What follows belongs to an exercise in optimizing a design on an open flow for small area, a short achievable clock period and few clock cycles; a production flow would make more cautious choices.
No functional check of the RTL was part of this run.
Power and IR drop assume default switching activity.

--- flow/design.v ---
module llc_rx_decoder (
    input             clk,
    input             rst,         
    input             in_valid,
    input      [7:0]  in_data,
    input             in_last,
    output            in_ready,
    output reg        res_valid,   
    output reg [1:0]  res_code,    
    output reg        rx_valid,    
    output reg [1:0]  rx_err,      
    output reg        rx_ack,      
    output reg [15:0] rx_src,      
    output reg [15:0] rx_dst,      
    output reg [7:0]  rx_seq,      
    output reg [7:0]  rx_len,      
    input      [7:0]  rd_addr,     
    output reg [7:0]  rd_data
);
    localparam MAXF = 74;          
    localparam MAXP = 64;          
    localparam S_COLLECT = 2'd0;
    localparam S_CHECK   = 2'd1;
    localparam S_CRC     = 2'd2;
    localparam S_CMP     = 2'd3;
    reg [1:0]  state;
    reg [8:0]  cnt;                
    reg [8:0]  idx;                
    reg [15:0] crc;
    reg [15:0] emb;                
    reg        foot_ok;            
    reg [8*MAXF-1:0] raw;          
    reg [8*MAXP-1:0] rxp;          
    assign in_ready = (state == S_COLLECT);
    wire       accept = in_valid && in_ready;
    wire [7:0] plen   = raw[8*6 +: 8];
    wire [8:0] flen   = 9'd10 + {1'b0, plen};
    genvar g;
    generate
        for (g = 0; g < MAXF; g = g + 1) begin : g_raw
            always @(posedge clk)
                if (accept && cnt == g)
                    raw[8*g +: 8] <= in_data;
        end
    endgenerate
    reg [7:0] raw_at_idx;
    integer k;
    always @* begin
        raw_at_idx = 8'h00;
        for (k = 0; k < MAXF; k = k + 1)
            if (idx == k[8:0])
                raw_at_idx = raw_at_idx | raw[8*k +: 8];
    end
    always @* begin
        rd_data = 8'h00;
        for (k = 0; k < MAXP; k = k + 1)
            if (rd_addr == k[7:0])
                rd_data = rd_data | rxp[8*k +: 8];
    end
    reg [15:0] crc_next;
    integer b;
    always @* begin
        crc_next = crc ^ {raw_at_idx, 8'h00};
        for (b = 0; b < 8; b = b + 1)
            crc_next = crc_next[15] ? ((crc_next << 1) ^ 16'h1021) : (crc_next << 1);
    end
    wire short_buf = (cnt < 9'd10);
    wire long_buf  = (cnt > MAXF);
    wire bad_head  = (raw[7:0] != 8'hAA);
    wire bad_len   = (cnt != flen);
    integer j;
    always @(posedge clk) begin
        if (rst) begin
            state     <= S_COLLECT;
            cnt       <= 9'd0;
            idx       <= 9'd0;
            crc       <= 16'hFFFF;
            emb       <= 16'h0000;
            foot_ok   <= 1'b0;
            res_valid <= 1'b0;
            res_code  <= 2'd0;
            rx_valid  <= 1'b0;
            rx_err    <= 2'd0;
            rx_ack    <= 1'b0;
            rx_src    <= 16'h0000;
            rx_dst    <= 16'h0000;
            rx_seq    <= 8'h00;
            rx_len    <= 8'h00;
        end else begin
            res_valid <= 1'b0;
            case (state)
                S_COLLECT: begin
                    if (accept) begin
                        if (cnt <= MAXF)
                            cnt <= cnt + 9'd1;
                        if (in_last)
                            state <= S_CHECK;
                    end
                end
                S_CHECK: begin
                    if (short_buf || long_buf || bad_head || bad_len) begin
                        res_valid <= 1'b1;
                        res_code  <= 2'd2;
                        rx_valid  <= 1'b0;
                        rx_err    <= 2'd2;
                        rx_ack    <= 1'b0;
                        cnt       <= 9'd0;
                        state     <= S_COLLECT;
                    end else begin
                        crc     <= 16'hFFFF;
                        idx     <= 9'd1;
                        foot_ok <= 1'b0;
                        state   <= S_CRC;
                    end
                end
                S_CRC: begin
                    if (idx <= {1'b0, plen} + 9'd6)
                        crc <= crc_next;
                    if (idx == {1'b0, plen} + 9'd7)
                        emb[15:8] <= raw_at_idx;
                    if (idx == {1'b0, plen} + 9'd8)
                        emb[7:0] <= raw_at_idx;
                    if (idx == cnt - 9'd1) begin
                        foot_ok <= (raw_at_idx == 8'h55);
                        state   <= S_CMP;
                    end
                    idx <= idx + 9'd1;
                end
                S_CMP: begin
                    res_valid <= 1'b1;
                    cnt       <= 9'd0;
                    state     <= S_COLLECT;
                    if (!foot_ok) begin
                        res_code <= 2'd2;
                        rx_valid <= 1'b0;
                        rx_err   <= 2'd2;
                        rx_ack   <= 1'b0;
                    end else if (crc != emb) begin
                        res_code <= 2'd3;
                        rx_valid <= 1'b0;
                        rx_err   <= 2'd3;
                        rx_ack   <= 1'b0;
                    end else begin
                        res_code <= 2'd0;
                        rx_valid <= 1'b1;
                        rx_err   <= 2'd0;
                        rx_ack   <= (plen == 8'd2) && (raw[8*7 +: 8] == 8'h06);
                        rx_src   <= {raw[8*1 +: 8], raw[8*2 +: 8]};
                        rx_dst   <= {raw[8*3 +: 8], raw[8*4 +: 8]};
                        rx_seq   <= raw[8*5 +: 8];
                        rx_len   <= plen;
                    end
                end
            endcase
        end
    end
    always @(posedge clk)
        if (!rst && state == S_CMP && foot_ok && crc == emb)
            for (j = 0; j < MAXP; j = j + 1)
                rxp[8*j +: 8] <= raw[8*(j+7) +: 8];
endmodule
--- flow/config.mk ---
export PLATFORM = sky130hd
export DESIGN_NAME = llc_rx_decoder
export DESIGN_NICKNAME = llc_rx_decoder
export VERILOG_FILES = /design/flow/design.v
export SDC_FILE = /design/flow/constraint.sdc
export NUM_CORES = 4
export LEC_CHECK = 0
export CAP_MARGIN = 20
export CELL_PAD_IN_SITES_DETAIL_PLACEMENT = 1
export CELL_PAD_IN_SITES_GLOBAL_PLACEMENT = 2
export CORE_MARGIN = 2
export CORE_UTILIZATION = 30
export PLACE_DENSITY = 0.45
export SLEW_MARGIN = 20
--- flow/run.sh ---
#!/bin/bash
# synth_recipe.tcl (not shown) runs the flow's synth.tcl, then flattens the netlist and writes it again
# the make line also repeats each setting of config.mk as NAME=value (left out here)
make -C /OpenROAD-flow-scripts/flow DESIGN_CONFIG=/design/flow/config.mk WORK_HOME=/design/flow/orfs CLKGATE_MAP_FILE= SYNTH_SCRIPT=/design/flow/synth_recipe.tcl finish
--- flow/constraint.sdc ---
create_clock -name core_clock -period 12.0 [get_ports {clk}]
set_input_delay 2.4000 -clock core_clock [delete_from_list [all_inputs] [get_ports {clk}]]
set_output_delay 2.4000 -clock core_clock [all_outputs]
set_load 0.01 [all_outputs]
==> out/qor.csv <==
stage,metric,value,unit
synthesis,Area contributors post-synth,"edfxtp_1 (71%), dfxtp_1 (4.5%), a22o_1 (2.9%)",
synthesis,prevailing post-synth register cell,edfxtp_1,
power,Comb pwr share,2.0,%
finish,layout cell share with drive strength beyond 1,16.3,%
setup_path,CP Class,in2out,
cts,Hold Buf Count CTS,0,
floorplan,die area,160000,um^2
cts,post-CTS setup buffer count,0,
floorplan,Core Rows,145,
hold_path,Hold Path Class,reg2reg,
global_route,total grt overflow,0,
global_route,largest net degree at the start of global routing,132,
job,MaxCap Viol Count,0,
sta,RSZ-0062 raised after global routing,no,
global_route,grt met2 use,52.1,%
outcome,outcome,finished clean,
detailed_routing,wire per inst,51.7,um
finish,nets@finish,3224,
detailed_routing,final wirelength,276000,um
power,internal power,0.00719,W
power,LEAKAGE,17.6,nW
cts,cts repair resizes,0,
power,sw frac,22.1,%
power,Max rail drop VDD,0.144,mV
cts,CTS root buffer,clkbuf_16,
cts,TritonCTS Buffers,142,
setup_path,CP cell instances,clkdlybuf4s50_1 -> nor3_1 -> nand2b_1 -> nor2_1 -> buf_4 -> a22o_1 -> a221oi_1 -> nand4_1 -> or4_1 -> clkdlybuf4s50_1,
global_route,Most Crowded Layer GR,met2,
cts,clock-pin slew on the worst setup and hold paths,0.06,ns
sta,final hold slack,0.425,ns
sta,Final Slew Violations,0,
finish,P&R area growth vs syn,19.7,%
setup_path,top cell family by delay on the critical path,simple AND/OR/NAND/NOR gates,
place,RePlAce Congestion,1.01,
detailed_routing,drt drc,0,
setup_path,CP arrival,6.47,ns
floorplan,IO Count,84,
sta,Max-slew headroom,16.9,%
detailed_routing,vias per cell,6.17,
floorplan,CORE AREA,156000,um^2
setup_path,crit start category,input port,
floorplan,Die X,400,um
power,power density over the cells,164,nW/um^2
power,NetSw,0.00204,W
global_route,initial antenna violation count,32,
sta,Final Setup Violations,0,
setup_path,Worst Path Max Fanout,16,
sta,f_max,113,MHz
cts,clk sinks,1210,
global_route,met3 Usage GRT,6.45,%
global_route,first-pass GRT wire length,350000,um
finish,"commonest non-fill, non-tap cell in the layout",edfxtp_1,
floorplan,Die Height,400,um
sta,Least-Margin Pin Slew,1.25,ns
finish,fin util,36.1,%
global_route,grt met1 use,49.3,%
synthesis,Cells after Synth,2926,
cts,CTS Buffer Depth,3,
synthesis,Async SR Flop Fraction,0,%
sta,fin crit share,73.9,%
cts,H-tree lvl count,4,
synthesis,"Distinct cells, synth",77,
detailed_routing,post-route ant nets,0,
detailed_routing,via count,33000,
setup_path,CP max stage delay,0.70,ns
synthesis,YS warnings,1,
power,clock power share,48.4,%
global_route,vias in the first global route,31000,
synthesis,Syn Std Cell Area,47000,um^2
synthesis,#FFs+latches synth,1210,
setup_path,Critical-path top delay cell,or4_1,
setup_path,Critical path buffers and inverters,3,
synthesis,Post-synth EDFFs,1104,
detailed_routing,Initial DRT Pass Iterations,7,
setup_path,critical path required time,9.60,ns
power,Reg power frac,49.7,%
synthesis,register area share after synthesis,75.1,%
global_route,Tot GR Track Use,34.3,%
place,dpl hpwl,200000,um
setup_path,cell repeated most along the worst path,clkdlybuf4s50_1,
sta,Final Skew,0.0401,ns
setup_path,crit end category,output pin,
synthesis,Yosys top cell by area,edfxtp_1,
synthesis,area share of the largest cell type after synthesis,70.6,%
place,port bufs,83,
sta,setup TNS,0,ns
synthesis,syn nets,2975,
cts,clock latency (worst-skew pair),0.79,ns
finish,"commonest cells after routing, fill and taps aside","edfxtp_1 (1,104), nor2_1 (192), a22o_1 (158)",
cts,CTS tree,done,
detailed_routing,Iteration-0 DRC Markers,5461,
sta,Tmin final,8.87,ns
sta,final hold viol count,0,
floorplan,Initial Util,30.1,%
synthesis,Syn Area/Cell,16.1,um^2
## synth_stat cells, drive strengths merged (8+ instances only)
| cell type | instances |
|---|---|
| a211oi | 20 |
| a21oi | 54 |
| a221oi | 146 |
| a222oi | 30 |
| a22o | 158 |
| a22oi | 132 |
| a2bb2oi | 11 |
| a31oi | 22 |
| a32oi | 11 |
| and2 | 16 |
| and3 | 11 |
| buf | 68 |
| clkbuf | 69 |
| dfxtp | 106 |
| edfxtp | 1104 |
| ha | 29 |
| inv | 18 |
| mux2 | 40 |
| mux2i | 58 |
| nand2 | 77 |
| nand2b | 12 |
| nand3 | 83 |
| nand3b | 9 |
| nand4 | 54 |
| nor2 | 282 |
| nor2b | 16 |
| nor3 | 23 |
| nor4 | 14 |
| nor4b | 13 |
| o211ai | 8 |
| o21a | 9 |
| o21ai | 36 |
| o22ai | 9 |
| or4 | 15 |
| xnor2 | 47 |
| xnor3 | 10 |
| xor2 | 23 |
## stage by stage
stage	setup slack (ns)	total power (W)	std cells	cell area, um^2
after floorplan	0.936	0.00474	2926	47000
after global placement	2.53	0.00485	5078	51300
after detailed placement	3.20	0.00485	5087	51500
after CTS	3.18	0.00928	5339	56200
after global routing	3.04	0.00943	5342	56200
final	3.13	0.00923	5347	56200
## logic make-up (layout without fill, tap and decap cells)
group | after synthesis | in the layout | synth area share [%]
adders and majority gates | 29 | 29 | 0.773
muxes | 98 | 98 | 2.20
xor gates and xnor gates | 80 | 80 | 1.78
DFF | 1210 | 1210 | 75.1
and+or+nand+nor | 666 | 666 | 7.08
AOI/OAI and AO/OA | 688 | 688 | 11.6
other | 0 | 6 | 0
buffers and inverters | 155 | 512 | 1.49
## flip-flops by register name, summed over array words and instances (netlist names), named ones only
| register | flops |
|---|---|
| rx_dst | 16 |
| rx_seq | 8 |
| foot_ok | 1 |
| rxp | 512 |
| cnt | 9 |
| crc | 16 |
| rx_len | 8 |
| state | 1 |
| idx | 9 |
| rx_src | 16 |
| res_code | 2 |
| rx_valid | 1 |
| res_valid | 1 |
| raw | 592 |
| emb | 16 |
| rx_ack | 1 |
## final cells by class
cell class	count	area, um^2
Clock inverter	78	935
Sequential cell	1210	35300
Multi-Input combinational cell	1561	11500
Tap cell	2058	2570
Inverter	18	67.6
Fill cell	15600	99600
Antenna cell	6	15.0
Clock buffer	174	3780
Timing Repair Buffer	242	2110
## final timing paths
kind | slack, ns | cells past startpoint | start | endpoint
worst max-delay path | 3.13 | 10 | rd_addr[5] | rd_data[4]
worst min-delay path | 0.42 | 0 | raw[260]$_DFFE_PP_ | rxp[204]$_DFFE_PP_
worst min register to register | 0.42 | 0 | raw[260]$_DFFE_PP_ | rxp[204]$_DFFE_PP_
worst max register to register | 6.08 | 12 | idx[3]$_SDFFE_PP0P_ | crc[5]$_SDFFE_PP1P_
## power by group through the flow
stage	Sequential [W]	Clock (W)	Combinational, W
final	0.00458	0.00446	0.000181
after global routing	0.00458	0.00466	0.000192
after CTS	0.00458	0.00451	0.000182
after detailed placement	0.00467	0	0.000181
after global placement	0.00467	0	0.000178
after floorplan	0.00467	0	0.0000778
## per-layer routing
metal / wire [um] / vias to the layer above
li1: - / 12500
met1: 120000 / 18200
met2: 122000 / 1949
met3: 23700 / 354
met4: 10400 / 14
met5: 86 / -

afterwards: timing with drivers on the ports:
The results above use ideal ports. As a check the final layout listed here was re-extracted and re-timed, cells and wires unchanged.
Step 1, drivers: a clkbuf_16 drives clk and a buf_2 each remaining input, both assumed.
Step 2 times the ports against the registers' clock, not the clock port: input delays grow and output delays shrink by t, the midpoint of the rising clock arrivals with the driver on.
Slacks: no drivers / after step 1 / after step 2; pairs: no drivers / after step 1.
t, ns: 0.859
setup WS [ns]: 3.134 / 3.103 / 3.103
worst data-port slew with drivers (ns): 0.04
After both steps setup and hold are still met in this run. The setup slack of this run moves by -0.031 ns with the drivers and by -0.031 ns with both steps.
